Context: an optimization exercise on an open-source flow, tuned for small area. The choices shown serve that exercise and are no tape-out recipe.
Function was checked by simulation only, so behaviour that the tests miss may differ from the original.
No activity file was given, so power comes from the tool's default toggle rates.

==> design.v <==
module ads126x_crc8_step (
    input  wire [7:0] crc_in,
    input  wire [7:0] data,
    output reg  [7:0] crc_out
);
    integer k;
    reg [7:0] c;
    reg [7:0] d;
    always @* begin
        c = crc_in;
        d = data;
        for (k = 0; k < 8; k = k + 1) begin
            if (c[7] ^ d[0])
                c = {c[6:0], 1'b0} ^ 8'h07;
            else
                c = {c[6:0], 1'b0};
            d = {1'b0, d[7:1]};
        end
        crc_out = c;
    end
endmodule
module ads126x_integrity (
    input  wire       crc,
    input  wire [7:0] acc,
    input  wire [7:0] data,
    output wire [7:0] next
);
    wire [7:0] crc_next;
    ads126x_crc8_step u_step (.crc_in(acc), .data(data), .crc_out(crc_next));
    assign next = crc ? crc_next : (acc + data);
endmodule
module ads126x_frame_engine (
    input  wire         clk,
    input  wire         rst,
    input  wire         req_valid,
    output wire         req_ready,
    input  wire [4:0]   req_kind,
    input  wire [7:0]   req_addr,
    input  wire [7:0]   req_count,
    input  wire [7:0]   req_wdata,
    input  wire [1:0]   req_mode,
    input  wire [31:0]  req_code,
    input  wire         din_valid,
    output wire         din_ready,
    input  wire [7:0]   din_data,
    output wire         rsp_valid,
    output wire [1:0]   rsp_outcome,
    output wire [2:0]   rsp_err,
    output wire [2:0]   rsp_reason,
    output wire [215:0] rsp_payload,
    output wire [7:0]   rsp_status,
    output wire         rsp_alarm,
    output wire [1:0]   cs_state,
    output wire         refused,
    output wire         bus_valid,
    output reg  [1:0]   bus_op,
    output reg  [7:0]   bus_tx,
    output wire         bus_last,
    input  wire         bus_ready,
    input  wire         bus_fail,
    input  wire [7:0]   bus_rx,
    input  wire         bus_len_bad
);
    localparam [4:0] K_CKSUM = 5'd0,  K_CRC8 = 5'd1,  K_CHECK = 5'd2,
                     K_RESET = 5'd4, K_START1 = 5'd5,
                     K_STOP1 = 5'd6,  K_START2 = 5'd7, K_STOP2 = 5'd8,
                     K_SELFOCAL1 = 5'd9,  K_SELFGCAL1 = 5'd10, K_SYSOCAL1 = 5'd11,
                     K_SELFOCAL2 = 5'd12, K_SELFGCAL2 = 5'd13, K_SYSOCAL2 = 5'd14,
                     K_RREG = 5'd15,  K_RREGN = 5'd16, K_WREG = 5'd17,
                     K_RDOFCAL1 = 5'd18, K_RDFSCAL1 = 5'd19,
                     K_RDOFCAL2 = 5'd20, K_RDFSCAL2 = 5'd21,
                     K_RDATA1 = 5'd22, K_RDATA2 = 5'd23, K_RDDIRECT = 5'd24;
    localparam [2:0] E_TRANSPORT = 3'd1, E_IO = 3'd2,
                     E_INTEGRITY = 3'd3, E_DECODE = 3'd4;
    localparam [2:0] W_NONE = 3'd0, W_ADDR = 3'd2, W_COUNT = 3'd3,
                     W_IFACE = 3'd4, W_ARG = 3'd5, W_CFG = 3'd6, W_KIND = 3'd7;
    localparam [3:0] S_IDLE = 4'd0,  S_CLR = 4'd1,  S_CHK = 4'd2,  S_CHKWR = 4'd3,
                     S_ENG = 4'd4,   S_WR0 = 4'd5,  S_ASSERT = 4'd6, S_XFER = 4'd7,
                     S_WRB = 4'd8,   S_DEASSERT = 4'd9, S_FILL = 4'd10, S_RESP = 4'd11,
                     S_RNOW = 4'd12, S_ERR1 = 4'd13, S_ERR2 = 4'd14, S_RREF = 4'd15;
    reg [3:0]   st;
    reg [4:0]   ph;              
    reg [223:0] ring;            
    reg         cfg_valid, cfg_sen;
    reg [1:0]   cfg_integ;
    reg         cs_x;            
    reg         refused_q;
    reg [4:0]   kind_q;
    reg [4:0]   a_q;             
    reg [7:0]   b_q;             
    reg [4:0]   cnt;             
    reg [7:0]   rxh;             
    reg [7:0]   acc;             
    reg [2:0]   rc;              
    wire k_rreg  = (kind_q == K_RREG);
    wire k_rregn = (kind_q == K_RREGN);
    wire k_wreg  = (kind_q == K_WREG);
    wire k_cal   = (kind_q >= K_RDOFCAL1) && (kind_q <= K_RDFSCAL2);
    wire k_cal1  = (kind_q == K_RDOFCAL1) || (kind_q == K_RDFSCAL1);
    wire k_ofcal = (kind_q == K_RDOFCAL1) || (kind_q == K_RDOFCAL2);
    wire k_conv  = (kind_q >= K_RDATA1);
    wire k_read  = k_rreg || k_rregn || k_cal;
    wire c_p     = (kind_q != K_RDDIRECT);
    wire c_i     = (cfg_integ != 2'b00);
    wire       kd_reg   = (req_kind == K_RREG) || (req_kind == K_RREGN) || (req_kind == K_WREG);
    wire       addr_bad = (req_addr[7:5] != 3'd0) || (req_addr[4:3] == 2'b11 &&
                          (req_addr[2] || (req_addr[1:0] == 2'b11)));
    wire [5:0] rn_sum   = {1'b0, req_addr[4:0]} + {1'b0, req_count[4:0]};
    wire       cnt_bad  = (req_count == 8'd0) || (req_count[7:5] != 3'd0) ||
                          rn_sum[5] || (rn_sum[4:2] == 3'b111);
    wire       is_conv  = (req_kind == K_RDATA1) || (req_kind == K_RDATA2) ||
                          (req_kind == K_RDDIRECT);
    wire c7 = req_kind[4] && req_kind[3] && (req_kind[2:0] != 3'd0);
    wire c2 = kd_reg && addr_bad;
    wire c3 = (req_kind == K_RREGN) && !addr_bad && cnt_bad;
    wire c4 = (req_kind == K_WREG) && (req_addr == 8'h02) && (req_wdata[1:0] == 2'b11);
    wire c5 = (req_kind == K_CHECK) && (req_mode[1] == req_mode[0]);
    wire c6 = is_conv && !cfg_valid;
    wire [2:0] why = {c7 | c4 | c5 | c6, c7 | c2 | c3 | c6, c7 | c3 | c5};
    wire ok_check = (req_kind == K_CHECK) && (why == W_NONE);
    assign req_ready = ((st == S_IDLE) && !ok_check) ||
                       ((st == S_CHKWR) && (ph == 5'd0));
    assign bus_valid = (st == S_ASSERT) || (st == S_XFER) || (st == S_DEASSERT);
    always @* begin
        case (st)
            S_XFER:     bus_op = 2'd1;
            S_DEASSERT: bus_op = 2'd2;
            default:    bus_op = 2'd0;
        endcase
    end
    reg [7:0] b0;
    always @* begin
        case (kind_q)
            K_RESET:     b0 = 8'h06;
            K_START1:    b0 = 8'h08;
            K_STOP1:     b0 = 8'h0A;
            K_START2:    b0 = 8'h0C;
            K_STOP2:     b0 = 8'h0E;
            K_SELFOCAL1: b0 = 8'h16;
            K_SELFGCAL1: b0 = 8'h17;
            K_SYSOCAL1:  b0 = 8'h19;
            K_SELFOCAL2: b0 = 8'h1B;
            K_SELFGCAL2: b0 = 8'h1C;
            K_SYSOCAL2:  b0 = 8'h1E;
            K_RREG, K_RREGN: b0 = {3'b001, a_q};
            K_WREG:      b0 = {3'b010, a_q};
            K_RDOFCAL1:  b0 = 8'h27;
            K_RDFSCAL1:  b0 = 8'h2A;
            K_RDOFCAL2:  b0 = 8'h37;
            K_RDFSCAL2:  b0 = 8'h39;
            K_RDATA1:    b0 = 8'h12;
            K_RDATA2:    b0 = 8'h14;
            default:     b0 = 8'h00;
        endcase
    end
    always @* begin
        bus_tx = 8'h00;
        if (k_conv) begin
            if (c_p && (cnt == {4'b1111, ~cfg_sen}))
                bus_tx = b0;
        end else if (cnt == 5'd30)
            bus_tx = b0;
        else if (cnt == 5'd31)
            bus_tx = k_rregn ? b_q : k_cal1 ? 8'h02 : k_cal ? 8'h01 : 8'h00;
        else if (cnt == 5'd0)
            bus_tx = k_wreg ? b_q : 8'h00;
    end
    reg [4:0] last_pos;
    always @* begin
        if (k_conv)       last_pos = c_i ? 5'd4 : 5'd3;
        else if (k_rregn) last_pos = b_q[4:0];
        else if (k_cal1)  last_pos = 5'd2;
        else if (k_cal)   last_pos = 5'd1;
        else if (k_rreg || k_wreg) last_pos = 5'd0;
        else              last_pos = 5'd30;
    end
    wire is_last = (cnt == last_pos);
    assign bus_last = is_last;
    reg [4:0] tgt;
    reg       need;
    always @* begin
        if (k_conv) begin
            tgt  = (cnt == 5'd31) ? 5'd27 : {3'b000, ~cnt[1:0]};
            need = ((cnt == 5'd31) && cfg_sen) || (cnt[4:2] == 3'b000);
        end else begin
            tgt  = cnt;
            need = k_read && (cnt[4:1] != 4'b1111);
        end
    end
    reg [7:0] eng_d;
    always @* begin
        case (st)
            S_CHK: case (cnt[1:0])
                2'd0: eng_d = req_code[31:24];
                2'd1: eng_d = req_code[23:16];
                2'd2: eng_d = req_code[15:8];
                default: eng_d = req_code[7:0];
            endcase
            S_ENG:   eng_d = din_data;
            default: eng_d = rxh;
        endcase
    end
    wire em = (st == S_CHK) ? req_mode[1] : (st == S_ENG) ? kind_q[0] : cfg_integ[1];
    wire [7:0] eng_next;
    ads126x_integrity u_eng (.crc(em), .acc(acc), .data(eng_d), .next(eng_next));
    wire check_match = (acc == req_wdata);
    wire conv_bad    = c_i && (acc != rxh);
    assign din_ready = (st == S_ENG) && (b_q != 8'd0);
    reg       wr;
    reg [7:0] ins;
    always @* begin
        wr  = 1'b0;
        ins = rxh;
        case (st)
            S_CHKWR: begin wr = (ph == 5'd0) && req_valid; ins = {7'd0, check_match}; end
            S_WR0:   begin wr = (ph == 5'd0); ins = acc; end
            S_WRB:   wr = need && (ph == tgt);
            S_FILL:  begin wr = (ph == tgt); ins = {8{rxh[7]}}; end
            default: ;
        endcase
    end
    wire keep = !((st == S_CLR) || (st == S_ERR1) || (st == S_ERR2) ||
                  ((st == S_RESP) && (ph == 5'd0)));
    always @(posedge clk)
        ring <= {wr ? ins : (keep ? ring[7:0] : 8'h00), ring[223:8]};
    assign rsp_payload = ring[215:0];
    assign rsp_status  = ring[223:216];
    assign rsp_alarm   = |(ring[220:217]);
    wire   rk          = (st == S_RREF);
    assign rsp_valid   = ((st == S_RESP) && (ph == 5'd0)) || (st == S_RNOW) || rk;
    assign rsp_outcome = rk ? 2'd2 : {1'b0, rc != 3'd0};
    assign rsp_err     = rk ? 3'd0 : rc;
    assign rsp_reason  = rk ? rc : 3'd0;
    assign cs_state    = {cs_x, 1'b0};
    assign refused     = refused_q;
    always @(posedge clk) begin
        if (rst) begin
            st        <= S_CLR;
            ph        <= 5'd0;
            cfg_valid <= 1'b0;
            cs_x      <= 1'b1;
            refused_q <= 1'b0;
        end else begin
            ph <= (ph == 5'd27) ? 5'd0 : ph + 5'd1;
            case (st)
            S_IDLE: begin
                kind_q <= req_kind;
                a_q    <= req_addr[4:0];
                b_q    <= (req_kind == K_WREG) ? req_wdata : req_count;
                cnt    <= 5'd0;
                rc     <= 3'd0;
                acc    <= ((req_kind == K_CRC8) ||
                           ((req_kind == K_CHECK) && req_mode[1]) ||
                           ((req_kind != K_CKSUM) && (req_kind != K_CHECK) && cfg_integ[1]))
                          ? 8'h00 : 8'h9B;
                if (req_valid) begin
                    if (why != W_NONE) begin
                        refused_q <= 1'b1;
                        rc        <= why;
                        st        <= S_RREF;
                    end else if (req_kind == K_CHECK)
                        st <= S_CHK;
                    else if ((req_kind == K_CKSUM) || (req_kind == K_CRC8))
                        st <= S_ENG;
                    else
                        st <= S_ASSERT;
                end
            end
            S_CHK: begin
                if (!req_valid)
                    st <= S_IDLE;
                else begin
                    acc <= eng_next;
                    cnt <= cnt + 5'd1;
                    if (cnt[1:0] == 2'd3)
                        st <= S_CHKWR;
                end
            end
            S_CHKWR: begin
                if (!req_valid)
                    st <= S_IDLE;
                else if (ph == 5'd0)
                    st <= S_RESP;
            end
            S_ENG: begin
                if (b_q == 8'd0)
                    st <= S_WR0;
                else if (din_valid) begin
                    acc <= eng_next;
                    b_q <= b_q - 8'd1;
                end
            end
            S_WR0: if (ph == 5'd0) st <= S_RESP;
            S_ASSERT: if (bus_ready) begin
                if (bus_fail) begin
                    cs_x <= 1'b1;
                    rc   <= E_IO;
                    st   <= S_RNOW;
                end else begin
                    cnt  <= !k_conv ? 5'd30 :
                            (c_p && cfg_sen) ? 5'd30 :
                            (c_p || cfg_sen) ? 5'd31 : 5'd0;
                    if (k_rregn)
                        b_q <= b_q - 8'd1;
                    st   <= S_XFER;
                end
            end
            S_XFER: if (bus_ready) begin
                if (bus_fail) begin
                    cs_x <= 1'b1;
                    rc   <= E_TRANSPORT;
                    if (k_wreg && (a_q == 5'd2))
                        cfg_valid <= 1'b0;
                    st   <= S_ERR1;
                end else begin
                    rxh <= bus_rx;
                    if (is_last && bus_len_bad && (k_read || k_conv))
                        rc <= E_DECODE;
                    st  <= S_WRB;
                end
            end
            S_WRB: begin
                if (!need || (ph == tgt)) begin
                    if (need && k_conv && (cnt[4:2] == 3'b000))
                        acc <= eng_next;
                    cnt <= cnt + 5'd1;
                    st  <= is_last ? S_DEASSERT : S_XFER;
                end
            end
            S_DEASSERT: if (bus_ready) begin
                if (bus_fail) begin
                    cs_x <= 1'b1;
                    rc   <= E_IO;
                    if (k_wreg && (a_q == 5'd2))
                        cfg_valid <= 1'b0;
                    st   <= S_ERR1;
                end else begin
                    cs_x <= 1'b0;
                    if (k_wreg && (a_q == 5'd2)) begin
                        cfg_valid <= 1'b1;
                        cfg_sen   <= b_q[2];
                        cfg_integ <= b_q[1:0];
                    end
                    if (!k_read && !k_conv)
                        st <= S_RNOW;
                    else if (rc != 3'd0)
                        st <= S_ERR1;
                    else if (k_conv && conv_bad) begin
                        rc <= E_INTEGRITY;
                        st <= S_ERR1;
                    end else if (k_ofcal)
                        st <= S_FILL;
                    else
                        st <= S_RESP;
                end
            end
            S_FILL: if (ph == tgt) begin
                cnt <= cnt + 5'd1;
                if (cnt == 5'd3)
                    st <= S_RESP;
            end
            S_RESP: if (ph == 5'd0) st <= S_CLR;
            S_CLR:  if (ph == 5'd27) st <= S_IDLE;
            S_ERR1: if (ph == 5'd27) st <= S_ERR2;
            S_ERR2: if (ph == 5'd27) st <= S_RNOW;
            S_RNOW, S_RREF: st <= S_IDLE;
            default: st <= S_CLR;
            endcase
        end
    end
endmodule
==> flow/run.sh <==
#!/bin/bash
# The standard layout (standard.sh) with three changes:
#  - synthesis maps the logic with an area-oriented ABC script (flow/area.abc)
#    instead of ORFS's speed script; everything else in synthesis, and every
#    register, is as in the standard synthesis;
#  - the port buffers use the smallest buffer cell;
#  - the clock tree uses larger sink clusters and no dummy loads.
set -euo pipefail
HERE=$(pwd)
F=$HERE/flow
# ORFS's synth.tcl with only its ABC mapping script replaced
sed 's#log_cmd abc {\*}\$abc_args#log_cmd abc {*}[lreplace $abc_args 1 1 '"$F"'/area.abc]#' \
    "$FLOW_HOME/scripts/synth.tcl" > "$HERE/synth_area.tcl"
grep -q "$F/area.abc" "$HERE/synth_area.tcl"
# The standard flow's synthesis script, sourcing that copy
sed 's#source \$::env(SCRIPTS_DIR)/synth.tcl#source '"$HERE"'/synth_area.tcl#' \
    synth_recipe.tcl > "$HERE/synth_recipe_area.tcl"
grep -q "synth_area.tcl" "$HERE/synth_recipe_area.tcl"
sed 's#SYNTH_SCRIPT=[^ ]*#SYNTH_SCRIPT='"$HERE"'/synth_recipe_area.tcl#' standard.sh > "$HERE/standard_area.sh"
grep -q "synth_recipe_area.tcl" "$HERE/standard_area.sh"
export BUFFER_PORTS_ARGS="-buffer_cell sky130_fd_sc_hd__buf_1"
export CTS_ARGS="-sink_clustering_enable -repair_clock_nets -dont_use_dummy_load -sink_clustering_size 16 -sink_clustering_max_diameter 80 -buf_list {sky130_fd_sc_hd__clkbuf_8}"
bash "$HERE/standard_area.sh" > standard_flow.log 2>&1
==> flow/area.abc <==
strash
&get -n
&fraig -x
&put
dc2
strash
dch -f
amap
==> standard.sh <==
#!/bin/bash
# synth_recipe.tcl (not shown) runs the flow's synth.tcl, then flattens the netlist and writes it again
# the make line also repeats each setting of config.mk as NAME=value (left out here)
make -C /OpenROAD-flow-scripts/flow DESIGN_CONFIG=/design/flow/config.mk WORK_HOME=/design/flow/orfs CLKGATE_MAP_FILE= SYNTH_SCRIPT=/design/flow/synth_recipe.tcl "${@:-finish}"
==> config.mk <==
export PLATFORM = sky130hd
export DESIGN_NAME = ads126x_frame_engine
export DESIGN_NICKNAME = ads126x_frame_engine
export VERILOG_FILES = /design/flow/design.v
export SDC_FILE = /design/flow/constraint.sdc
export NUM_CORES = 4
export LEC_CHECK = 0
export CAP_MARGIN = 20
export CORE_MARGIN = 2
export CORE_UTILIZATION = 50
export SLEW_MARGIN = 20
==> constraint.sdc <==
create_clock -name core_clock -period 10.0 [get_ports {clk}]
set_input_delay 2.0000 -clock core_clock [delete_from_list [all_inputs] [get_ports {clk}]]
set_output_delay 2.0000 -clock core_clock [all_outputs]
set_load 0.01 [all_outputs]
==> metrics.md, run 1 <==
| Metric | Value |
|---|---|
| Status | timing/DRC/antenna clean |
| First-pass GRT wire length | 43100 um |
| Most common cell after layout, fill and taps aside | buf_1 |
| Crit-path max FO | 4 |
| Syn avg cell area | 10.2 um2 |
| Vias per inst | 5.49 |
| GP Congestion | 0.921 |
| Final Util | 0.609 |
| Worst path slowest cell | a2111oi_0 |
| Power per cell area | 238 nW/um2 |
| DIE AREA | 20300 um2 |
| Max-slew violations | 0 |
| Die height | 142 um |
| CTS tree | done |
| #FFs+latches synth | 281 |
| FP Rows | 50 |
| # IOs | 337 |
| DP HPWL | 22800 um |
| Post-synth EDFFs | 45 |
| First-pass DRT Iterations | 5 |
| Arrival time worst endpoint | 4.87 ns |
| Routed WL per cell | 18.8 um |
| Post-route ant nets | 0 |
| Dpl cells | 1507 |
| Critical path cell sequence | buf_1, ha_1, a31oi_1, nor2_1, o21a_1, o21a_1, a2111oi_0, nor3_1, a2111o_1, nor2_1, nor2_1, a21oi_1, o21ai_0, buf_1 |
| Die Wd | 142 um |
| Most used cell, CP | nor2_1 |
| Leak pwr | 4.11 nW |
| H-Tree Depth | 1 |
| Worst-margin pin slew | 0.955 ns |
| Total grt overflow | 0 |
| Initial Util | 0.510 |
| Hold_buf cts | 0 |
| Pre-CTS setup slack | 3.15 ns |
| Root Driver | clkbuf_8 |
| Synth warnings | 2 |
| Vias in the first global route | 7826 |
| Slew headroom | 0.363 |
| Post-route minimum period | 6.87 ns |
| Fmax | 0.146 GHz |
| DRC | 0 |
| Vias | 8391 |
| # clock sinks | 281 |
| Share of layout cells above drive strength 1 | 0.0209 |
| Initial DRC count | 555 |
| Post-synthesis cell count | 935 |
| Cell Area, Synth | 9570 um2 |
| Largest net degree at the start of global routing | 19 |
| Max-cap viol count | 0 |
| Port Buffers | 335 |
| Register area share after synthesis | 0.635 |
| Commonest cells after routing, fill and taps aside | buf_1, dfxtp_1, nor2_1 |
| Total Routing Usage GR | 0.275 |
| Crit path largest cell delay | 0.51 ns |
| DRT Wirelength | 28700 um |
| Total core area | 18800 um2 |
| Synth Flop Type | dfxtp_1 |
| Total clock buffers created by CTS | 21 |
| Asr flop ratio synth | 0 |
| Synthesized Nets | 1042 |
| Final setup fails | 0 |
| Setup Skew | 0.0416 ns |
| Post-CTS setup buffer count | 0 |
| Nets | 1403 |
| Reg clk slew, reported paths | 0.09 ns |
| Fin crit share | 0.687 |
| Worst skew pair latency | 0.55 ns |
| Peak VDD IR | 211 uV |
| Antenna Cells | 0 |
| Startpoint class of the critical path | primary input |
| Library cells used by synthesis | 49 |
| Hold crit path type | reg2reg |
| Max Buffers Root-to-Sink | 3 |
| Cell family with most CP delay | compound AO/OA/AOI/OAI gates |
| Critical Path RT | 8.00 ns |
| Cts repair resizes | 0 |
| Syn-to-layout area delta | 19.5% |
| Worst Path Buf+Inv | 2 |
| Worst Setup Path Type | in2out |
| Final Instance Count excl. Fillers | 1528 |
| Hold Fails Final Rpt | 0 |
| Setup ws final | 3.13 ns |
| Initial antenna violation count | 0 |
| Final hold slack | 0.337 ns |
| Setup TNS | 0 ns |
| Crit. End Element | primary output |
| RSZ-0062 raised after global routing | no |
layer usage:
metal  wire [um]  up-vias  GRT usage
met3        2260       54     0.0596
met2       13700      389      0.464
met5           0        -          0
met1       11800     3895      0.358
li1            -     4053          -
met4         880        0     0.0823
per-stage QoR:
| step | area (um2) | power [mW] |
|---|---|---|
| 4_1_cts | 11400 | 2.73 |
| 6_report | 11400 | 2.72 |
| 3_5_place_dp | 11100 | 2.22 |
| 2_1_floorplan | 9570 | 1.91 |
| 5_1_grt | 11400 | 2.87 |
| 3_3_place_gp | 11100 | 2.22 |
report_power, final:
| group | switching, mW | total [mW] | internal, mW |
|---|---|---|---|
| clock | 0.329 | 0.518 | 0.189 |
| combinational | 0.475 | 0.696 | 0.221 |
| sequential | 0.128 | 1.51 | 1.38 |
cell families after synthesis:
| group | count (synthesis) | share of synthesized area |
|---|---|---|
| AO/OA/AOI/OAI | 236 | 0.162 |
| adder cells (fa/ha/maj) | 21 | 0.0283 |
| buffers and inverters | 105 | 0.0424 |
| flip-flops | 281 | 0.635 |
| other | 1 | 0.000392 |
| AND/OR/NAND/NOR | 291 | 0.131 |
path summary, 6_finish.rpt:
path                            slack, ns  depth (start not counted)          startpoint           endpoint
worst max-delay path                 3.13                         14         req_addr[1]          req_ready
worst min-delay path                 0.34                          0   ring[191]$_DFF_P_  ring[183]$_DFF_P_
worst min register to register       0.34                          0   ring[191]$_DFF_P_  ring[183]$_DFF_P_
worst max register to register       4.93                         22  st[3]$_SDFFE_PP0P_   acc[7]$_DFFE_PP_
worst reg2reg max path, cell delays in order, from the launching register on:
cell and delay [ns]:
dfxtp_1 0.33, clkinv_1 0.08, nand2_1 0.11, nor2_1 0.68, clkinv_1 0.57, nor2_1 0.21
buf_4 0.24, clkinv_1 0.16, nand2_1 0.35, o21ai_0 0.27, ha_1 0.33, a21o_1 0.15
a21oi_1 0.20, nor2_1 0.08, o21a_1 0.19, o21a_1 0.19, nor2_1 0.09, nor2_1 0.05
nor2_1 0.14, nor2_1 0.07, a21oi_1 0.13, a22o_1 0.15, o21ai_0 0.07
area by class of cell:
class / instances / area, um2
Timing Repair Buffer: 341 / 1300
Tap cell: 234 / 293
Fill cell: 1725 / 7340
Multi-Input combinational cell: 549 / 3080
Clock buffer: 21 / 289
Inverter: 102 / 383
Sequential cell: 281 / 6080
cells in the mapped netlist, drive strengths merged (8+ instances only):
cell type	count	area share
dfxtp	236	0.49
nor2	135	0.053
clkinv	102	0.040
nand2	70	0.027
o21ai	57	0.030
a21oi	46	0.024
edfxtp	45	0.14
o22ai	37	0.024
nor3	35	0.018
ha	20	0.026
nand3	14	0.0073
a211oi	13	0.010
a2111oi	10	0.0092
nor2b	10	0.0065
o21a	9	0.0071
a222oi	8	0.0084
flip-flops by register name, summed over array words and instances (netlist names), 2 cells and up:
name,flops
a_q,5
acc,8
b_q,8
cfg_integ,2
cnt,5
kind_q,5
ph,5
rc,3
ring,224
rxh,8
st,4
==> run 2: changes to the inputs <==
--- a/flow/run.sh
+++ b/flow/run.sh
@@ -21,3 +21,3 @@
 export BUFFER_PORTS_ARGS="-buffer_cell sky130_fd_sc_hd__buf_1"
-export CTS_ARGS="-sink_clustering_enable -repair_clock_nets -dont_use_dummy_load -sink_clustering_size 16 -sink_clustering_max_diameter 80 -buf_list {sky130_fd_sc_hd__clkbuf_8}"
+export CTS_ARGS="-sink_clustering_enable -repair_clock_nets -dont_use_dummy_load -sink_clustering_size 24 -sink_clustering_max_diameter 120 -buf_list {sky130_fd_sc_hd__clkbuf_8 sky130_fd_sc_hd__clkbuf_16}"
 bash "$HERE/standard_area.sh" > standard_flow.log 2>&1
==> metrics.md, run 2 <==
| Metric | Value |
|---|---|
| Library cells used by synthesis | 49 |
| Yosys top cell by area | dfxtp_1 |
| Vias per inst | 5.51 |
| Setup TNS | 0 ns |
| Die height | 142 um |
| Hold_buf cts | 0 |
| #FFs+latches synth | 281 |
| Power per cell area | 243 nW/um2 |
| Syn-to-layout area delta | 20.4% |
| Cell family with most CP delay | compound AO/OA/AOI/OAI gates |
| Multi-input logic area | 3080 um2 |
| Most common cell after layout, fill and taps aside | buf_1 |
| Total clock buffers created by CTS | 15 |
| FP Rows | 50 |
| RSZ-0062 raised after global routing | no |
| FF-to-FF path depth | 22 |
| Nets | 1397 |
| Yosys top cell area share | 0.494 |
| Commonest cells after routing, fill and taps aside | buf_1, dfxtp_1, nor2_1 |
| Crit. End Element | primary output |
| Total Routing Usage GR | 0.276 |
| Hold crit path type | reg2reg |
| Crit-path max FO | 4 |
| Initial antenna violation count | 0 |
| Share of layout cells above drive strength 1 | 0.0163 |
| Top-count cell post-synth | dfxtp_1 |
| Final setup fails | 0 |
| Vias in the first global route | 7820 |
| DIE AREA | 20300 um2 |
| Root Driver | clkbuf_16 |
| Reg clk slew, reported paths | 0.10 ns |
| Largest net degree at the start of global routing | 25 |
| FF+latch area | 6080 um2 |
| # clock sinks | 281 |
| Synthesized Nets | 1042 |
| Total core area | 18800 um2 |
| Critical path cell sequence | buf_1, ha_1, a31oi_1, nor2_1, o21a_1, o21a_1, a2111oi_0, nor3_1, a2111o_1, nor2_1, nor2_1, a21oi_1, o21ai_0, buf_1 |
| Die Wd | 142 um |
| Status | timing/DRC/antenna clean |
| Slew headroom | 0.348 |
| DRC | 0 |
| Initial Util | 0.510 |
| Top cells by area, synth | dfxtp_1, edfxtp_1, nor2_1 |
| Total grt overflow | 0 |
| Syn avg cell area | 10.2 um2 |
| Hold Fails Final Rpt | 0 |
| Post-route ant nets | 0 |
| Routed WL per cell | 18.8 um |
| Critical Path RT | 8.00 ns |
| Hold path depth | 0 |
| Arrival time worst endpoint | 4.90 ns |
| Startpoint class of the critical path | primary input |
| Crit path largest cell delay | 0.51 ns |
| DP HPWL | 22800 um |
| Max FFs per register | 224 |
| Post-route minimum period | 6.90 ns |
| Synth top cells by count | dfxtp_1, nor2_1, clkinv_1 |
| H-Tree Depth | 1 |
| GP Congestion | 0.921 |
| CTS tree | done |
| Register area share after synthesis | 0.635 |
| Max Buffers Root-to-Sink | 3 |
| First-pass DRT Iterations | 6 |
| Cts repair resizes | 0 |
| Fillers | 1698 |
| Antenna Cells | 0 |
| Post-CTS setup buffer count | 0 |
| Peak VDD IR | 195 uV |
| Post-synth EDFFs | 45 |
| Port Buffers | 335 |
| Worst skew pair latency | 0.49 ns |
| Cell Area, Synth | 9570 um2 |
| Post-synthesis cell count | 935 |
| PnR Total Power | 2.80 mW |
| Synth Flop Type | dfxtp_1 |
| Leak pwr | 4.15 nW |
| Worst Path Buf+Inv | 2 |
| Worst path slowest cell | a2111oi_0 |
| Worst Setup Path Type | in2out |
| Max-cap viol count | 0 |
| First-pass GRT wire length | 43200 um |
| Worst-margin pin slew | 0.978 ns |
| Setup Skew | 0.0325 ns |
| Fin crit share | 0.690 |
| Most used cell, CP | nor2_1 |
| # IOs | 337 |
| Top reg by flops | ring |
| Asr flop ratio synth | 0 |
| Vias | 8387 |
| Initial DRC count | 608 |
| Synth warnings | 2 |
| Fmax | 0.145 GHz |
| CP Depth | 14 |
| DRT Wirelength | 28600 um |
| Max-slew violations | 0 |
[run 2: layer usage]
metal  GRT usage  up-vias  share of wire
met5           0        -              0
met4      0.0735        0          0.029
met3      0.0525       52          0.076
met2       0.471      395           0.48
met1       0.361     3903           0.41
li1            -     4037              -
[run 2: cells by family (layout without fill, tap and decap cells)]
family	after synthesis	count (layout)	synth area share
compound gates	236	236	0.162
fa+ha+maj	21	21	0.0283
buf+inv	105	458	0.0424
flops	281	281	0.635
other cells	1	1	0.000392
simple gates	291	291	0.131
[run 2: path summary, 6_finish.rpt]
path                            to  slack [ns]                from
setup / recovery         req_ready        3.10         req_addr[1]
hold / removal    ring[44]$_DFF_P_        0.34    ring[52]$_DFF_P_
setup reg to reg  acc[7]$_DFFE_PP_        4.93  st[3]$_SDFFE_PP0P_
hold reg to reg   ring[44]$_DFF_P_        0.34    ring[52]$_DFF_P_
[run 2: report_power, final]
part / total [mW] / internal (mW) / switching, mW / leakage, nW
combinational: 0.694 / 0.221 / 0.473 / 1.63
sequential: 1.51 / 1.38 / 0.129 / 2.33
clock: 0.601 / 0.270 / 0.331 / 0.185
[run 2: final cells by class]
class / count / share of cell area
clock buffers: 15 / 0.0326
inverters: 102 / 0.0333
repair buffers: 341 / 0.113
well taps: 234 / 0.0254
flip-flops and latches: 281 / 0.528
multi-input cells: 549 / 0.268
[run 2: per-stage QoR]
step | utilization | hold slack [ns] | setup slack (ns) | cells | instance area [um2]
final | 0.613 | 0.340 | 3.10 | 1522 | 11500
after global placement | 0.593 | 0.331 | 3.29 | 1507 | 11100
after global routing | 0.613 | 0.350 | 2.86 | 1522 | 11500
after CTS | 0.613 | 0.334 | 3.14 | 1522 | 11500
after floorplan | - | 0.382 | 4.04 | 935 | 9570
after detailed placement | 0.593 | 0.333 | 3.15 | 1507 | 11100
==> run 3: changes to the inputs <==
--- a/flow/run.sh
+++ b/flow/run.sh
@@ -21,3 +21,3 @@
 export BUFFER_PORTS_ARGS="-buffer_cell sky130_fd_sc_hd__buf_1"
-export CTS_ARGS="-sink_clustering_enable -repair_clock_nets -dont_use_dummy_load -sink_clustering_size 24 -sink_clustering_max_diameter 120 -buf_list {sky130_fd_sc_hd__clkbuf_8 sky130_fd_sc_hd__clkbuf_16}"
+export CTS_ARGS="-sink_clustering_enable -repair_clock_nets -dont_use_dummy_load -sink_clustering_size 10 -sink_clustering_max_diameter 60 -buf_list {sky130_fd_sc_hd__clkbuf_4}"
 bash "$HERE/standard_area.sh" > standard_flow.log 2>&1
==> metrics.md, run 3 <==
| Metric | Value |
|---|---|
| Fin crit share | 0.688 |
| Final Util | 0.608 |
| Max FFs per register | 224 |
| Total Routing Usage GR | 0.278 |
| Final Instance Count excl. Fillers | 1544 |
| Library cells used by synthesis | 49 |
| FP Rows | 50 |
| CTS tree | done |
| Net Switching | 0.939 mW |
| Largest net degree at the start of global routing | 19 |
| Leak pwr | 4.12 nW |
| DIE AREA | 20300 um2 |
| Vias in the first global route | 7973 |
| Nets | 1417 |
| DP HPWL | 22800 um |
| Fmax | 0.145 GHz |
| #FFs+latches synth | 281 |
| Setup Skew | 0.0630 ns |
| Reg-to-reg critical path endpoint | acc[7]$_DFFE_PP_ |
| Vias per inst | 5.49 |
| Hold Fails Final Rpt | 0 |
| Status | timing/DRC/antenna clean |
| Met1 usage | 0.357 |
| GP Congestion | 0.921 |
| Cts repair resizes | 0 |
| DRC | 0 |
| Post-synth EDFFs | 45 |
| Worst Hold End | ring[32]$_DFF_P_ |
| Syn avg cell area | 10.2 um2 |
| Die Wd | 142 um |
| Top cells by area, synth | dfxtp_1, edfxtp_1, nor2_1 |
| Top reg by flops | ring |
| First-pass DRT Iterations | 5 |
| Share of layout cells above drive strength 1 | 0.0313 |
| Combinational Power Share | 0.258 |
| Top-count cell post-synth | dfxtp_1 |
| Final setup fails | 0 |
| Worst reg2reg setup slack | 4.88 ns |
| Max-slew violations | 0 |
| Die height | 142 um |
| Clock Power Share | 0.184 |
| Most common cell after layout, fill and taps aside | buf_1 |
| First-pass GRT wire length | 43300 um |
| Busiest layer in global routing | met2 |
| Worst Setup Path Type | in2out |
| Post-route minimum period | 6.88 ns |
| Slew headroom | 0.341 |
| Internal power | 1.76 mW |
| Total core area | 18800 um2 |
| Hold crit path type | reg2reg |
| Hold path depth | 0 |
| Switch share | 0.348 |
| Grt met3 use | 0.0626 |
| Routed WL per cell | 18.7 um |
| Power per cell area | 237 nW/um2 |
| Post-CTS setup buffer count | 0 |
| Post-synthesis cell count | 935 |
| Syn-to-layout area delta | 19.2% |
| H-Tree Depth | 2 |
| # clock sinks | 281 |
| Crit-path max FO | 4 |
| Synth warnings | 2 |
| Initial antenna violation count | 1 |
| Total clock buffers created by CTS | 35 |
| Vias | 8474 |
| Dpl cells | 1507 |
| Yosys top cell by area | dfxtp_1 |
| Port Buffers | 335 |
| Startpoint class of the critical path | primary input |
| Synthesized Nets | 1042 |
| Crit. End Element | primary output |
| Arrival time worst endpoint | 4.88 ns |
| Register area share after synthesis | 0.635 |
| Commonest cells after routing, fill and taps aside | buf_1, dfxtp_1, nor2_1 |
| Max Buffers Root-to-Sink | 3 |
| Worst skew pair latency | 0.64 ns |
| # IOs | 337 |
| Fillers | 1737 |
| DRT Wirelength | 28900 um |
| Yosys top cell area share | 0.494 |
| Hold Startpoint | ring[40]$_DFF_P_ |
| Initial DRC count | 663 |
| Worst-margin pin slew | 0.989 ns |
| Setup TNS | 0 ns |
| Cell Area, Synth | 9570 um2 |
| Asr flop ratio synth | 0 |
| Synth top cells by count | dfxtp_1, nor2_1, clkinv_1 |
| Peak VDD IR | 163 uV |
| Met2 Usage GRT | 0.466 |
| FF-to-FF path depth | 22 |
| Reg2Reg Launch Point | st[3]$_SDFFE_PP0P_ |
| Post-route ant nets | 0 |
| RSZ-0062 raised after global routing | no |
| Critical Path RT | 8.00 ns |
| Initial Util | 0.510 |
| Total grt overflow | 0 |
| Share of power burned in registers | 0.558 |
| Root Driver | clkbuf_4 |
| Max-cap viol count | 0 |
| Hold_buf cts | 0 |
| Reg clk slew, reported paths | 0.12 ns |
| Synth Flop Type | dfxtp_1 |
| PnR Total Power | 2.70 mW |
==> run 3: cell types whose count changed in the layout (fill, tap and decap cells not counted), sizes merged <==
cell    change
diode       +2
clkbuf     +20
==> run 3: cell type report <==
class                      instances  area [um2]  area share
multi-input combinational        549        3080       0.270
inverter                         102         383      0.0336
timing repair buffer             341        1300       0.114
sequential                       281        6080       0.533
tap                              234         293      0.0257
clock buffer                      35         263      0.0230
antenna                            2        5.00    0.000439
==> run 3: cell families (layout without fill, tap and decap cells) <==
kind of cell,Yosys count,in the layout,synth area share
other,1,3,0.000392
flip-flops,281,281,0.635
adder cells (fa/ha/maj),21,21,0.0283
AO/OA/AOI/OAI,236,236,0.162
buffers and inverters,105,478,0.0424
AND/OR/NAND/NOR,291,291,0.131
==> run 3: stage by stage <==
stage                     hold slack (ns)  setup WS [ns]  instance area, um2
after global placement              0.331           3.29               11100
final                               0.334           3.12               11400
after CTS                           0.340           3.12               11400
after global routing                0.352           2.85               11400
after floorplan                     0.382           4.04                9570
after detailed placement            0.333           3.15               11100
==> run 3: power groups by stage <==
stage / Combinational, mW / Clock (mW) / Sequential [mW]
after detailed placement: 0.689 / 0 / 1.53
final: 0.696 / 0.498 / 1.50
after global placement: 0.692 / 0 / 1.52
after global routing: 0.763 / 0.558 / 1.53
after CTS: 0.692 / 0.519 / 1.51
after floorplan: 0.311 / 0 / 1.59
==> run 3: worst max-delay path: stages <==
cell	delay, ns
buf_1	0.11
ha_1	0.30
a31oi_1	0.24
nor2_1	0.10
o21a_1	0.19
o21a_1	0.17
a2111oi_0	0.53
nor3_1	0.13
a2111o_1	0.33
nor2_1	0.16
nor2_1	0.12
a21oi_1	0.19
o21ai_0	0.15
buf_1	0.16
==> run 3: routing by layer <==
layer  share of wire  vias to the layer above
li1                -                     4088
met1            0.41                     3942
met4           0.030                        0
met5               0                        -
met3           0.077                       64
met2            0.48                      380
==> run 3: worst max path at each step <==
stage          slack [ns]        end         from
4_1_cts              3.12  req_ready  req_addr[1]
6_report             3.12  req_ready  req_addr[1]
5_1_grt              2.85  req_ready  req_addr[1]
2_1_floorplan        4.04  req_ready  req_addr[1]
3_3_place_gp         3.29  req_ready  req_addr[1]
3_5_place_dp         3.15  req_ready  req_addr[1]
==> run 4: changes to the inputs <==
--- a/design.v
+++ b/design.v
@@ -76,6 +76,6 @@
                      W_IFACE = 3'd4, W_ARG = 3'd5, W_CFG = 3'd6, W_KIND = 3'd7;
-    localparam [3:0] S_IDLE = 4'd0,  S_CLR = 4'd1,  S_CHK = 4'd2,  S_CHKWR = 4'd3,
-                     S_ENG = 4'd4,   S_WR0 = 4'd5,  S_ASSERT = 4'd6, S_XFER = 4'd7,
-                     S_WRB = 4'd8,   S_DEASSERT = 4'd9, S_FILL = 4'd10, S_RESP = 4'd11,
-                     S_RNOW = 4'd12, S_ERR1 = 4'd13, S_ERR2 = 4'd14, S_RREF = 4'd15;
+    localparam [3:0] S_IDLE = 4'd0,  S_CLR = 4'd1,  S_INIT = 4'd2,  S_CHK = 4'd3,
+                     S_ENG = 4'd4,   S_ASSERT = 4'd5, S_XFER = 4'd6, S_WRB = 4'd7,
+                     S_STEP = 4'd8,  S_DEASSERT = 4'd9, S_FIN = 4'd10, S_RESP = 4'd11,
+                     S_RNOW = 4'd12, S_ERR = 4'd13, S_RREF = 4'd14;
     reg [3:0]   st;
@@ -92,4 +92,6 @@
     reg [7:0]   rxh;             
-    reg [7:0]   acc;             
     reg [2:0]   rc;              
+    wire [7:0]  r0 = ring[7:0];  
+    wire k_eng   = (kind_q[4:2] == 3'b000) && (kind_q[1:0] != 2'b11);  
+    wire k_check = (kind_q == K_CHECK);
     wire k_rreg  = (kind_q == K_RREG);
@@ -120,4 +122,2 @@
     wire ok_check = (req_kind == K_CHECK) && (why == W_NONE);
-    assign req_ready = ((st == S_IDLE) && !ok_check) ||
-                       ((st == S_CHKWR) && (ph == 5'd0));
     assign bus_valid = (st == S_ASSERT) || (st == S_XFER) || (st == S_DEASSERT);
@@ -189,2 +189,6 @@
     end
+    wire code_byte = k_conv && c_i && (cnt[4:2] == 3'b000);
+    wire em = k_eng ? (kind_q[1] ? req_mode[1] : kind_q[0]) : cfg_integ[1];
+    wire [7:0] eng_init = em ? 8'h00 : 8'h9B;
+    wire [4:0] acc_slot = k_conv ? 5'd5 : 5'd0;
     reg [7:0] eng_d;
@@ -202,8 +206,9 @@
     end
-    wire em = (st == S_CHK) ? req_mode[1] : (st == S_ENG) ? kind_q[0] : cfg_integ[1];
     wire [7:0] eng_next;
-    ads126x_integrity u_eng (.crc(em), .acc(acc), .data(eng_d), .next(eng_next));
-    wire check_match = (acc == req_wdata);
-    wire conv_bad    = c_i && (acc != rxh);
-    assign din_ready = (st == S_ENG) && (b_q != 8'd0);
+    ads126x_integrity u_eng (.crc(em), .acc(r0), .data(eng_d), .next(eng_next));
+    wire match = (r0 == (k_check ? req_wdata : rxh));
+    wire ph0 = (ph == 5'd0);
+    assign din_ready = (st == S_ENG) && (b_q != 8'd0) && ph0;
+    assign req_ready = ((st == S_IDLE) && !ok_check) ||
+                       ((st == S_CHK) && ph0 && cnt[2]);
     reg       wr;
@@ -212,8 +217,13 @@
         wr  = 1'b0;
-        ins = rxh;
+        ins = eng_next;
         case (st)
-            S_CHKWR: begin wr = (ph == 5'd0) && req_valid; ins = {7'd0, check_match}; end
-            S_WR0:   begin wr = (ph == 5'd0); ins = acc; end
-            S_WRB:   wr = need && (ph == tgt);
-            S_FILL:  begin wr = (ph == tgt); ins = {8{rxh[7]}}; end
+            S_INIT: begin wr = (ph == acc_slot); ins = eng_init; end
+            S_CHK:  begin
+                wr = ph0;
+                if (cnt[2]) ins = {7'd0, match};
+            end
+            S_ENG:  wr = din_ready && din_valid;
+            S_WRB:  begin wr = need && (ph == tgt); ins = rxh; end
+            S_STEP: wr = (ph == 5'd5);
+            S_FIN:  begin wr = (ph == cnt); ins = k_conv ? 8'h00 : {8{rxh[7]}}; end
             default: ;
@@ -221,6 +231,5 @@
     end
-    wire keep = !((st == S_CLR) || (st == S_ERR1) || (st == S_ERR2) ||
-                  ((st == S_RESP) && (ph == 5'd0)));
+    wire keep = !((st == S_CLR) || (st == S_ERR) || ((st == S_RESP) && ph0));
     always @(posedge clk)
-        ring <= {wr ? ins : (keep ? ring[7:0] : 8'h00), ring[223:8]};
+        ring <= {wr ? ins : (keep ? r0 : 8'h00), ring[223:8]};
     assign rsp_payload = ring[215:0];
@@ -229,3 +238,3 @@
     wire   rk          = (st == S_RREF);
-    assign rsp_valid   = ((st == S_RESP) && (ph == 5'd0)) || (st == S_RNOW) || rk;
+    assign rsp_valid   = ((st == S_RESP) && ph0) || (st == S_RNOW) || rk;
     assign rsp_outcome = rk ? 2'd2 : {1'b0, rc != 3'd0};
@@ -239,2 +248,3 @@
             ph        <= 5'd0;
+            rc        <= 3'd0;
             cfg_valid <= 1'b0;
@@ -251,6 +261,2 @@
                 rc     <= 3'd0;
-                acc    <= ((req_kind == K_CRC8) ||
-                           ((req_kind == K_CHECK) && req_mode[1]) ||
-                           ((req_kind != K_CKSUM) && (req_kind != K_CHECK) && cfg_integ[1]))
-                          ? 8'h00 : 8'h9B;
                 if (req_valid) begin
@@ -260,6 +266,4 @@
                         st        <= S_RREF;
-                    end else if (req_kind == K_CHECK)
-                        st <= S_CHK;
-                    else if ((req_kind == K_CKSUM) || (req_kind == K_CRC8))
-                        st <= S_ENG;
+                    end else if (((req_kind[4:2] == 3'b000) && (req_kind[1:0] != 2'b11)) || (is_conv && c_i))
+                        st <= S_INIT;
                     else
@@ -268,27 +272,23 @@
             end
+            S_INIT: begin
+                if (k_check && !req_valid)
+                    st <= S_CLR;
+                else if (ph == acc_slot)
+                    st <= k_check ? S_CHK : k_eng ? S_ENG : S_ASSERT;
+            end
             S_CHK: begin
                 if (!req_valid)
-                    st <= S_IDLE;
-                else begin
-                    acc <= eng_next;
+                    st <= S_CLR;
+                else if (ph0) begin
                     cnt <= cnt + 5'd1;
-                    if (cnt[1:0] == 2'd3)
-                        st <= S_CHKWR;
+                    if (cnt[2])
+                        st <= S_RESP;
                 end
             end
-            S_CHKWR: begin
-                if (!req_valid)
-                    st <= S_IDLE;
-                else if (ph == 5'd0)
-                    st <= S_RESP;
-            end
             S_ENG: begin
                 if (b_q == 8'd0)
-                    st <= S_WR0;
-                else if (din_valid) begin
-                    acc <= eng_next;
+                    st <= S_RESP;
+                else if (din_ready && din_valid)
                     b_q <= b_q - 8'd1;
-                end
             end
-            S_WR0: if (ph == 5'd0) st <= S_RESP;
             S_ASSERT: if (bus_ready) begin
@@ -297,3 +297,3 @@
                     rc   <= E_IO;
-                    st   <= S_RNOW;
+                    st   <= k_conv ? S_ERR : S_RNOW;
                 end else begin
@@ -313,3 +313,3 @@
                         cfg_valid <= 1'b0;
-                    st   <= S_ERR1;
+                    st   <= S_ERR;
                 end else begin
@@ -323,8 +323,14 @@
                 if (!need || (ph == tgt)) begin
-                    if (need && k_conv && (cnt[4:2] == 3'b000))
-                        acc <= eng_next;
-                    cnt <= cnt + 5'd1;
-                    st  <= is_last ? S_DEASSERT : S_XFER;
+                    if (code_byte)
+                        st <= S_STEP;
+                    else begin
+                        cnt <= cnt + 5'd1;
+                        st  <= is_last ? S_DEASSERT : S_XFER;
+                    end
                 end
             end
+            S_STEP: if (ph == 5'd5) begin
+                cnt <= cnt + 5'd1;
+                st  <= is_last ? S_DEASSERT : S_XFER;
+            end
             S_DEASSERT: if (bus_ready) begin
@@ -335,3 +341,3 @@
                         cfg_valid <= 1'b0;
-                    st   <= S_ERR1;
+                    st   <= S_ERR;
                 end else begin
@@ -346,8 +352,5 @@
                     else if (rc != 3'd0)
-                        st <= S_ERR1;
-                    else if (k_conv && conv_bad) begin
-                        rc <= E_INTEGRITY;
-                        st <= S_ERR1;
-                    end else if (k_ofcal)
-                        st <= S_FILL;
+                        st <= S_ERR;
+                    else if (k_conv || k_ofcal)
+                        st <= S_FIN;
                     else
@@ -356,11 +359,16 @@
             end
-            S_FILL: if (ph == tgt) begin
+            S_FIN: if (ph == cnt) begin
                 cnt <= cnt + 5'd1;
-                if (cnt == 5'd3)
+                if (k_conv) begin
+                    if (c_i && !match) begin
+                        rc <= E_INTEGRITY;
+                        st <= S_ERR;
+                    end else
+                        st <= S_RESP;
+                end else if (cnt == 5'd3)
                     st <= S_RESP;
             end
-            S_RESP: if (ph == 5'd0) st <= S_CLR;
-            S_CLR:  if (ph == 5'd27) st <= S_IDLE;
-            S_ERR1: if (ph == 5'd27) st <= S_ERR2;
-            S_ERR2: if (ph == 5'd27) st <= S_RNOW;
+            S_RESP: if (ph0) st <= S_CLR;
+            S_ERR:  if (ph == 5'd27) st <= S_CLR;
+            S_CLR:  if (ph == 5'd27) st <= (rc != 3'd0) ? S_RNOW : S_IDLE;
             S_RNOW, S_RREF: st <= S_IDLE;
==> metrics.md, run 4 <==
| Metric | Value |
|---|---|
| Total Routing Usage GR | 0.283 |
| Register area share after synthesis | 0.613 |
| Crit-path max FO | 5 |
| # IOs | 337 |
| Synthesized Nets | 1055 |
| Arrival time worst endpoint | 4.62 ns |
| Dpl cells | 1519 |
| Largest registers | ring: 224 flops, b_q: 8 flops, rxh: 8 flops |
| Max FFs per register | 224 |
| FP Rows | 50 |
| Yosys top cell area share | 0.505 |
| Worst skew pair latency | 0.63 ns |
| RSZ-0062 raised after global routing | no |
| Syn-to-layout area delta | 19.5% |
| Cell family with most CP delay | compound AO/OA/AOI/OAI gates |
| Critical path cell sequence | buf_1, ha_1, a31oi_1, nor2b_1, a221oi_1, a21oi_1, nor3_1, o21ai_0, a41o_1, nor3_1, a21oi_1, clkinv_1, o221ai_1, buf_1 |
| Hold_buf cts | 0 |
| Synth top cells by count | dfxtp_1, nor2_1, clkinv_1 |
| Routed WL per cell | 19.0 um |
| Setup TNS | 0 ns |
| Worst Path Buf+Inv | 3 |
| PnR Total Power | 3.80 mW |
| Max-cap viol count | 0 |
| DRC | 0 |
| Worst-margin pin slew | 0.949 ns |
| Startpoint class of the critical path | primary input |
| Port Buffers | 335 |
| Post-synthesis cell count | 946 |
| Max Buffers Root-to-Sink | 3 |
| Worst Setup Path Type | in2out |
| Total core area | 18600 um2 |
| Yosys top cell by area | dfxtp_1 |
| H-Tree Depth | 2 |
| Most common cell after layout, fill and taps aside | buf_1 |
| Top reg by flops | ring |
| Vias in the first global route | 8139 |
| Top cells by area, synth | dfxtp_1, edfxtp_1, nor2_1 |
| # clock sinks | 273 |
| CTS tree | done |
| Max-slew violations | 0 |
| Hold crit path type | reg2reg |
| Share of power burned in registers | 0.497 |
| Final Instance Count excl. Fillers | 1555 |
| Commonest cells after routing, fill and taps aside | buf_1, dfxtp_1, nor2_1 |
| Library cells used by synthesis | 47 |
| Cell Area, Synth | 9470 um2 |
| DRT Wirelength | 29500 um |
| Initial DRC count | 661 |
| Initial antenna violation count | 2 |
| First-pass GRT wire length | 44100 um |
| Leak pwr | 4.11 nW |
| Clock Power Share | 0.128 |
| Cts repair resizes | 0 |
| Switch share | 0.414 |
| DP HPWL | 23100 um |
| First-pass DRT Iterations | 8 |
| Net Switching | 1.57 mW |
| FF+latch area | 5810 um2 |
| Crit path largest cell delay | 0.35 ns |
| Post-route minimum period | 6.62 ns |
| Worst path slowest cell | nor3_1 |
| Total clock buffers created by CTS | 34 |
| Status | timing/DRC/antenna clean |
| Fmax | 0.151 GHz |
| Post-CTS setup buffer count | 0 |
| Die height | 142 um |
| Power per cell area | 336 nW/um2 |
| Synth warnings | 2 |
| #FFs+latches synth | 273 |
| Asr flop ratio synth | 0 |
| Share of layout cells above drive strength 1 | 0.0318 |
| Final setup fails | 0 |
| Peak VDD IR | 217 uV |
| Syn avg cell area | 10.0 um2 |
| Largest net degree at the start of global routing | 17 |
| Die Wd | 142 um |
| Root Driver | clkbuf_4 |
| Post-route ant nets | 0 |
| Fillers | 1715 |
| Synth Flop Type | dfxtp_1 |
| DIE AREA | 20000 um2 |
| Multi-input logic area | 3220 um2 |
| Slew headroom | 0.365 |
| Critical Path RT | 8.00 ns |
| GP Congestion | 0.964 |
| Nets | 1430 |
| Internal power | 2.23 mW |
| Total grt overflow | 0 |
| Setup Skew | 0.0664 ns |
| Top-count cell post-synth | dfxtp_1 |
| Initial Util | 0.508 |
| Vias | 8706 |
| Hold Fails Final Rpt | 0 |
| Post-synth EDFFs | 34 |
| Combinational Power Share | 0.375 |
| Vias per inst | 5.60 |
| Reg clk slew, reported paths | 0.09 ns |
| Crit. End Element | primary output |
| Fin crit share | 0.662 |
==> run 4: cell families after synthesis <==
logic type,share of synthesized area
and+or+nand+nor,0.130
DFF,0.613
AOI/OAI and AO/OA,0.177
buffers and inverters,0.0476
adders and majority gates,0.0312
other,0.000396
==> run 4: path summary, 6_finish.rpt <==
kind	startpoint	endpoint	slack, ns	depth (start not counted)
max reg2reg	st[3]$_SDFFE_PP0P_	ring[223]$_DFF_P_	4.60	24
min reg2reg	ring[39]$_DFF_P_	ring[31]$_DFF_P_	0.32	0
max	req_addr[1]	req_ready	3.38	14
min	ring[39]$_DFF_P_	ring[31]$_DFF_P_	0.32	0
==> run 4: through the flow <==
step | hold slack [ns] | area [um2] | util | setup slack, ns
2_1_floorplan | 0.382 | 9470 | - | 4.13
3_3_place_gp | 0.332 | 11000 | 0.593 | 3.55
3_5_place_dp | 0.333 | 11000 | 0.593 | 3.48
4_1_cts | 0.322 | 11300 | 0.606 | 3.44
5_1_grt | 0.345 | 11300 | 0.607 | 3.13
6_report | 0.323 | 11300 | 0.607 | 3.38
==> run 4: per-layer routing <==
| metal | up-vias | share of wire | GRT usage |
|---|---|---|---|
| met5 | - | 0.00044 | 0 |
| met4 | 2 | 0.023 | 0.0947 |
| met3 | 63 | 0.092 | 0.0742 |
| met2 | 482 | 0.46 | 0.450 |
| met1 | 4002 | 0.43 | 0.379 |
| li1 | 4157 | - | - |
==> run 4: area by class of cell <==
type | instances | share of cell area
Tap cell | 234 | 0.0259
Timing Repair Buffer | 342 | 0.116
Antenna cell | 2 | 0.000442
Sequential cell | 273 | 0.513
Inverter | 114 | 0.0378
Clock buffer | 34 | 0.0226
Multi-Input combinational cell | 556 | 0.284
==> run 4: power groups by stage <==
stage	Sequential, mW	Combinational [mW]	Clock (mW)
after floorplan	2.07	0.591	0
after global placement	1.90	1.42	0
after detailed placement	1.91	1.40	0
after CTS	1.89	1.41	0.502
after global routing	1.95	1.55	0.542
final	1.89	1.42	0.487
==> run 4: worst register-to-register path, cell delays in order (launching register included) <==
cell      delay (ns)
dfxtp_1         0.33
clkinv_1        0.08
nand2_1         0.14
nor2_1          0.74
clkinv_1        0.53
nor2_1          0.19
buf_4           0.23
nor2_1          0.09
a221oi_1        0.69
clkinv_1        0.23
ha_1            0.32
a21oi_1         0.15
nor2_1          0.06
nor2_1          0.13
nor2_1          0.08
o21a_1          0.17
nor2_1          0.17
nor2_1          0.08
o21a_1          0.17
nor2_1          0.12
nor2_1          0.06
a21oi_1         0.11
a21oi_1         0.09
a211oi_1        0.20
o22ai_1         0.12
==> run 5: changes to the inputs <==
--- a/flow/run.sh
+++ b/flow/run.sh
@@ -21,3 +21,3 @@
 export BUFFER_PORTS_ARGS="-buffer_cell sky130_fd_sc_hd__buf_1"
-export CTS_ARGS="-sink_clustering_enable -repair_clock_nets -dont_use_dummy_load -sink_clustering_size 10 -sink_clustering_max_diameter 60 -buf_list {sky130_fd_sc_hd__clkbuf_4}"
+export CTS_ARGS="-sink_clustering_enable -repair_clock_nets -dont_use_dummy_load -sink_clustering_size 6 -sink_clustering_max_diameter 40 -buf_list {sky130_fd_sc_hd__clkbuf_2 sky130_fd_sc_hd__clkbuf_4}"
 bash "$HERE/standard_area.sh" > standard_flow.log 2>&1
==> metrics.md, run 5 <==
| Metric | Value |
|---|---|
| Status | timing/DRC/antenna clean |
| Top reg by flops | ring |
| DP HPWL | 23100 um |
| Fin crit share | 0.660 |
| Asr flop ratio synth | 0 |
| Nets | 1450 |
| GP Congestion | 0.964 |
| Post-Synth Simple-Gate Area | 0.130 |
| Worst path slowest cell | nor3_1 |
| Setup TNS | 0 ns |
| H-Tree Depth | 2 |
| Reg2Reg Launch Point | st[2]$_SDFFE_PP0P_ |
| Final setup fails | 0 |
| Total Routing Usage GR | 0.285 |
| Post-route ant nets | 0 |
| Cell Area, Synth | 9470 um2 |
| RSZ-0062 raised after global routing | no |
| Vias per inst | 5.54 |
| Leak pwr | 4.20 nW |
| Worst-margin pin slew | 0.939 ns |
| Hold Fails Final Rpt | 0 |
| Cts repair resizes | 0 |
| Vias | 8719 |
| Max FFs per register | 224 |
| Reg-to-reg critical path endpoint | ring[223]$_DFF_P_ |
| Fillers | 1698 |
| Multi-input logic area | 3220 um2 |
| Top-count cell post-synth | dfxtp_1 |
| Worst reg2reg setup slack | 4.58 ns |
| Worst Hold End | ring[86]$_DFF_P_ |
| FF+latch area | 5810 um2 |
| Hold path depth | 0 |
| Worst skew pair latency | 0.67 ns |
| Peak VDD IR | 218 uV |
| Share of layout cells above drive strength 1 | 0.0463 |
| FF-to-FF path depth | 23 |
| Hold Startpoint | ring[94]$_DFF_P_ |
| Final hold slack | 0.317 ns |
| Power per cell area | 341 nW/um2 |
| Synth Area in Adders | 0.0312 |
| Yosys top cell by area | dfxtp_1 |
| Total grt overflow | 0 |
| Total clock buffers created by CTS | 54 |
| Die height | 142 um |
| Critical path cell sequence | buf_1, ha_1, a31oi_1, nor2b_1, a221oi_1, a21oi_1, nor3_1, o21ai_0, a41o_1, nor3_1, a21oi_1, clkinv_1, o221ai_1, buf_1 |
| Yosys top cell area share | 0.505 |
| Crit-path max FO | 5 |
| Syn-to-layout area delta | 21.1% |
| Top cells by area, synth | dfxtp_1, edfxtp_1, nor2_1 |
| Final Util | 0.615 |
| Max-cap viol count | 0 |
| DRC | 0 |
| Most common cell after layout, fill and taps aside | buf_1 |
| Post-route minimum period | 6.60 ns |
| DIE AREA | 20000 um2 |
| Vias in the first global route | 8317 |
| Initial DRC count | 660 |
| Crit path largest cell delay | 0.34 ns |
| Initial Util | 0.508 |
| Reg clk slew, reported paths | 0.07 ns |
| Routed WL per cell | 18.8 um |
| Library cells used by synthesis | 47 |
| #FFs+latches synth | 273 |
| Syn avg cell area | 10.0 um2 |
| Post-synthesis mux area share | 0 |
| # clock sinks | 273 |
| Max Buffers Root-to-Sink | 3 |
| Largest family of logic cells by synthesized area | compound AO/OA/AOI/OAI gates |
| Largest net degree at the start of global routing | 17 |
| Synth warnings | 2 |
| Post-CTS setup buffer count | 0 |
| Hold_buf cts | 0 |
| CTS tree | done |
| Root Driver | clkbuf_4 |
| Setup Skew | 0.0614 ns |
| Initial antenna violation count | 2 |
| Post-synth EDFFs | 34 |
| Crit. End Element | primary output |
| Max-slew violations | 0 |
| Worst Setup Path Type | in2out |
| Synth Flop Type | dfxtp_1 |
| # IOs | 337 |
| Startpoint class of the critical path | primary input |
| Register area share after synthesis | 0.613 |
| PnR Total Power | 3.91 mW |
| Port Buffers | 335 |
| DRT Wirelength | 29700 um |
| Die Wd | 142 um |
| Slew headroom | 0.372 |
| Commonest cells after routing, fill and taps aside | buf_1, dfxtp_1, nor2_1 |
| Total core area | 18600 um2 |
| Largest registers | ring: 224 flops, b_q: 8 flops, rxh: 8 flops |
| Compound-Gate Fraction of Synth Area | 0.177 |
| FP Rows | 50 |
| Hold crit path type | reg2reg |
| Fmax | 0.152 GHz |
| Arrival time worst endpoint | 4.60 ns |
| First-pass DRT Iterations | 7 |
| First-pass GRT wire length | 44300 um |
| Synthesized Nets | 1055 |
| Post-synthesis cell count | 946 |
| Critical Path RT | 8.00 ns |
| XOR/XNOR Fraction of Synth Area | 0 |
| Synth top cells by count | dfxtp_1, nor2_1, clkinv_1 |
## run 5: where the power goes
part / switching [mW] / internal (mW) / total (mW)
Clock: 0.349 / 0.246 / 0.595
Sequential: 0.283 / 1.61 / 1.89
Combinational: 0.961 / 0.462 / 1.42
Total: 1.59 / 2.32 / 3.91
## run 5: cells by family (layout without fill, tap and decap cells)
family	after synthesis	count (layout)
AO/OA/AOI/OAI	250	250
AND/OR/NAND/NOR	282	282
flip-flops	273	273
buffers and inverters	117	510
adder cells (fa/ha/maj)	23	23
other	1	3
## run 5: per-stage QoR
stage | instances | cell area (um2) | worst slack [ns]
after floorplan | 946 | 9470 | 4.13
after global placement | 1519 | 11000 | 3.55
after detailed placement | 1519 | 11000 | 3.48
after CTS | 1573 | 11500 | 3.44
after global routing | 1574 | 11500 | 3.09
final | 1575 | 11500 | 3.40
## run 5: area by class of cell
cell class / instances / area share
Clock buffer: 54 / 0.0354
Inverter: 114 / 0.0373
Antenna cell: 2 / 0.000437
Multi-Input combinational cell: 556 / 0.281
Sequential cell: 273 / 0.506
Tap cell: 234 / 0.0255
Timing Repair Buffer: 342 / 0.114
## run 5: worst max-delay path by stage
| stage | startpoint | to | slack [ns] | cells after the start |
|---|---|---|---|---|
| after CTS | req_addr[1] | req_ready | 3.44 | 14 |
| after global placement | req_addr[1] | req_ready | 3.55 | 14 |
| after floorplan | req_addr[1] | req_ready | 4.13 | 12 |
| after detailed placement | req_addr[1] | req_ready | 3.48 | 14 |
| after global routing | kind_q[4]$_DFFE_PP_ | bus_last | 3.09 | 14 |
| final | req_addr[1] | req_ready | 3.40 | 14 |
## run 5: worst max-delay path: cells and delay by family
family	cells	cell delay [ns]
AO/OA/AOI/OAI	7	1.36
adder cells (fa/ha/maj)	1	0.30
buffers and inverters	3	0.38
AND/OR/NAND/NOR	3	0.56
## run 5: layer usage
layer,track usage,up-vias,part of all wire
li1,-,4205,-
met1,0.374,3974,0.42
met2,0.449,469,0.46
met3,0.0796,69,0.092
met4,0.112,2,0.028
met5,0,-,0.00044
==> run 6: changes to the inputs <==
--- a/flow/run.sh
+++ b/flow/run.sh
@@ -21,3 +21,3 @@
 export BUFFER_PORTS_ARGS="-buffer_cell sky130_fd_sc_hd__buf_1"
-export CTS_ARGS="-sink_clustering_enable -repair_clock_nets -dont_use_dummy_load -sink_clustering_size 6 -sink_clustering_max_diameter 40 -buf_list {sky130_fd_sc_hd__clkbuf_2 sky130_fd_sc_hd__clkbuf_4}"
+export CTS_ARGS="-sink_clustering_enable -repair_clock_nets -dont_use_dummy_load -sink_clustering_size 16 -sink_clustering_max_diameter 80 -buf_list {sky130_fd_sc_hd__clkbuf_8}"
 bash "$HERE/standard_area.sh" > standard_flow.log 2>&1
==> metrics.md, run 6 <==
| Metric | Value |
|---|---|
| Status | timing/DRC/antenna clean |
| Fillers | 1705 |
| Initial antenna violation count | 1 |
| DRC | 0 |
| Final Instance Count excl. Fillers | 1541 |
| Largest net degree at the start of global routing | 17 |
| Slew headroom | 0.370 |
| Combinational Power Share | 0.372 |
| Critical path cell sequence | buf_1, clkinv_1, nand2_1, nor3_1, nand2_1, clkinv_1, nand4_1, nor4b_1, a21oi_1, clkinv_1, o221ai_1, buf_1 |
| Cell family with most CP delay | simple AND/OR/NAND/NOR gates |
| Worst-margin pin slew | 0.942 ns |
| Hold_buf cts | 0 |
| Port Buffers | 335 |
| Leak pwr | 4.10 nW |
| Largest registers | ring: 224 flops, b_q: 8 flops, rxh: 8 flops |
| DRT Wirelength | 29400 um |
| Syn avg cell area | 10.0 um2 |
| Final Util | 0.609 |
| Dpl cells | 1519 |
| Top cells by area, synth | dfxtp_1, edfxtp_1, nor2_1 |
| Total clock buffers created by CTS | 21 |
| Die Wd | 142 um |
| GP Congestion | 0.964 |
| Routed WL per cell | 19.1 um |
| CTS tree | done |
| Post-synthesis cell count | 946 |
| FF-to-FF path depth | 24 |
| Post-CTS setup buffer count | 0 |
| Hold Startpoint | ring[207]$_DFF_P_ |
| Crit path largest cell delay | 0.66 ns |
| Share of layout cells above drive strength 1 | 0.0222 |
| First-pass GRT wire length | 43900 um |
| Total core area | 18600 um2 |
| Top reg by flops | ring |
| Post-route minimum period | 6.60 ns |
| Vias per inst | 5.60 |
| Worst skew pair latency | 0.53 ns |
| Met1 usage | 0.376 |
| Worst Hold End | ring[199]$_DFF_P_ |
| Fin crit share | 0.660 |
| Die height | 142 um |
| First-pass DRT Iterations | 7 |
| Asr flop ratio synth | 0 |
| #FFs+latches synth | 273 |
| Peak VDD IR | 250 uV |
| Crit path launch | req_kind[3] |
| Cts repair resizes | 0 |
| Worst Path Buf+Inv | 5 |
| Worst path slowest cell | nor4b_1 |
| Vias | 8628 |
| Synth warnings | 2 |
| Root Driver | clkbuf_8 |
| Synthesized Nets | 1055 |
| Final Instance Area | 11300 um2 |
| Busiest layer in global routing | met2 |
| Most common cell after layout, fill and taps aside | buf_1 |
| Final hold slack | 0.350 ns |
| Max FFs per register | 224 |
| Post-synth EDFFs | 34 |
| Fmax | 0.151 GHz |
| Initial DRC count | 723 |
| # clock sinks | 273 |
| Hold path depth | 0 |
| Share of power burned in registers | 0.494 |
| Vias in the first global route | 8067 |
| Final setup fails | 0 |
| Crit-path max FO | 10 |
| Total grt overflow | 0 |
| Library cells used by synthesis | 47 |
| DIE AREA | 20000 um2 |
| Worst reg2reg setup slack | 4.60 ns |
| Total Routing Usage GR | 0.280 |
| Synth top cells by count | dfxtp_1, nor2_1, clkinv_1 |
| Max-slew violations | 0 |
| # IOs | 337 |
| Max-cap viol count | 0 |
| Yosys top cell area share | 0.505 |
| Post-route ant nets | 0 |
| Syn-to-layout area delta | 19.9% |
| DP HPWL | 23100 um |
| Yosys top cell by area | dfxtp_1 |
| Crit. End Element | primary output |
| Commonest cells after routing, fill and taps aside | buf_1, dfxtp_1, nor2_1 |
| Initial Util | 0.508 |
| Worst Setup Path Type | in2out |
| Startpoint class of the critical path | primary input |
| Cell Area, Synth | 9470 um2 |
| Hold Fails Final Rpt | 0 |
| Register area share after synthesis | 0.613 |
| Clock Power Share | 0.134 |
| Hold crit path type | reg2reg |
| Grt met3 use | 0.0648 |
| Max Buffers Root-to-Sink | 3 |
| Top-count cell post-synth | dfxtp_1 |
| Net Switching | 1.56 mW |
| H-Tree Depth | 1 |
| Reg2Reg Launch Point | st[3]$_SDFFE_PP0P_ |
| FP Rows | 50 |
| Post-DP Area | 11000 um2 |
| RSZ-0062 raised after global routing | no |
| Critical Path RT | 8.00 ns |
| Setup Skew | 0.0268 ns |
| Synth Flop Type | dfxtp_1 |
| Met2 Usage GRT | 0.448 |
| Reg clk slew, reported paths | 0.10 ns |
| Arrival time worst endpoint | 4.60 ns |
| Power per cell area | 337 nW/um2 |
| Most used cell, CP | clkinv_1 |
| Nets | 1417 |
| Internal power | 2.26 mW |
| Switch share | 0.409 |
| Reg-to-reg critical path endpoint | ring[223]$_DFF_P_ |
| Setup TNS | 0 ns |
## run 6: cell types whose count changed in the layout (fill, tap and decap cells not counted), sizes merged
cell	change
diode	-1
clkbuf	-33
## run 6: power by group through the flow
stage	combinational (mW)	clock [mW]	sequential [mW]
final	1.42	0.512	1.89
after global routing	1.55	0.560	1.95
after CTS	1.41	0.527	1.89
after detailed placement	1.40	0	1.91
after global placement	1.42	0	1.90
after floorplan	0.591	0	2.07
## run 6: layout make-up
type | instances | area, um2 | share of cell area
clock buffer | 21 | 289 | 0.0255
tap | 234 | 293 | 0.0258
multi-input combinational | 556 | 3220 | 0.284
inverter | 114 | 428 | 0.0377
antenna | 1 | 2.50 | 0.000221
timing repair buffer | 342 | 1310 | 0.115
sequential | 273 | 5810 | 0.512
## run 6: metal layers
metal | share of wire | routed length (um) | vias to the layer above
met2 | 0.46 | 13500 | 455
met3 | 0.089 | 2620 | 66
met1 | 0.42 | 12400 | 3989
met4 | 0.029 | 841 | 2
met5 | 0.00044 | 13 | -
li1 | - | - | 4116
## run 6: worst max path at each step
stage,endpoint,depth (start not counted)
floorplan,req_ready,12
global route,bus_last,14
CTS,req_ready,14
finish,req_ready,12
detailed placement,req_ready,14
global placement,req_ready,14
## run 6: through the flow
step | power [mW] | worst slack, ns
global placement | 3.32 | 3.55
global route | 4.05 | 3.20
CTS | 3.83 | 3.44
detailed placement | 3.31 | 3.48
finish | 3.82 | 3.40
floorplan | 2.66 | 4.13
## run 6: worst reg2reg max path, delay by kind of cell (launching register included)
kind,cells,cell delay [ns]
compound gates,8,1.70
fa+ha+maj,1,0.31
buf+inv,4,1.05
flops,1,0.34
simple gates,11,1.84
## run 6: cells by family (layout without fill, tap and decap cells)
kind of cell	Yosys count	count (layout)	share of synthesized area
flops	273	273	0.613
other cells	1	2	0.000396
compound gates	250	250	0.177
simple gates	282	282	0.130
fa+ha+maj	23	23	0.0312
buf+inv	117	477	0.0476
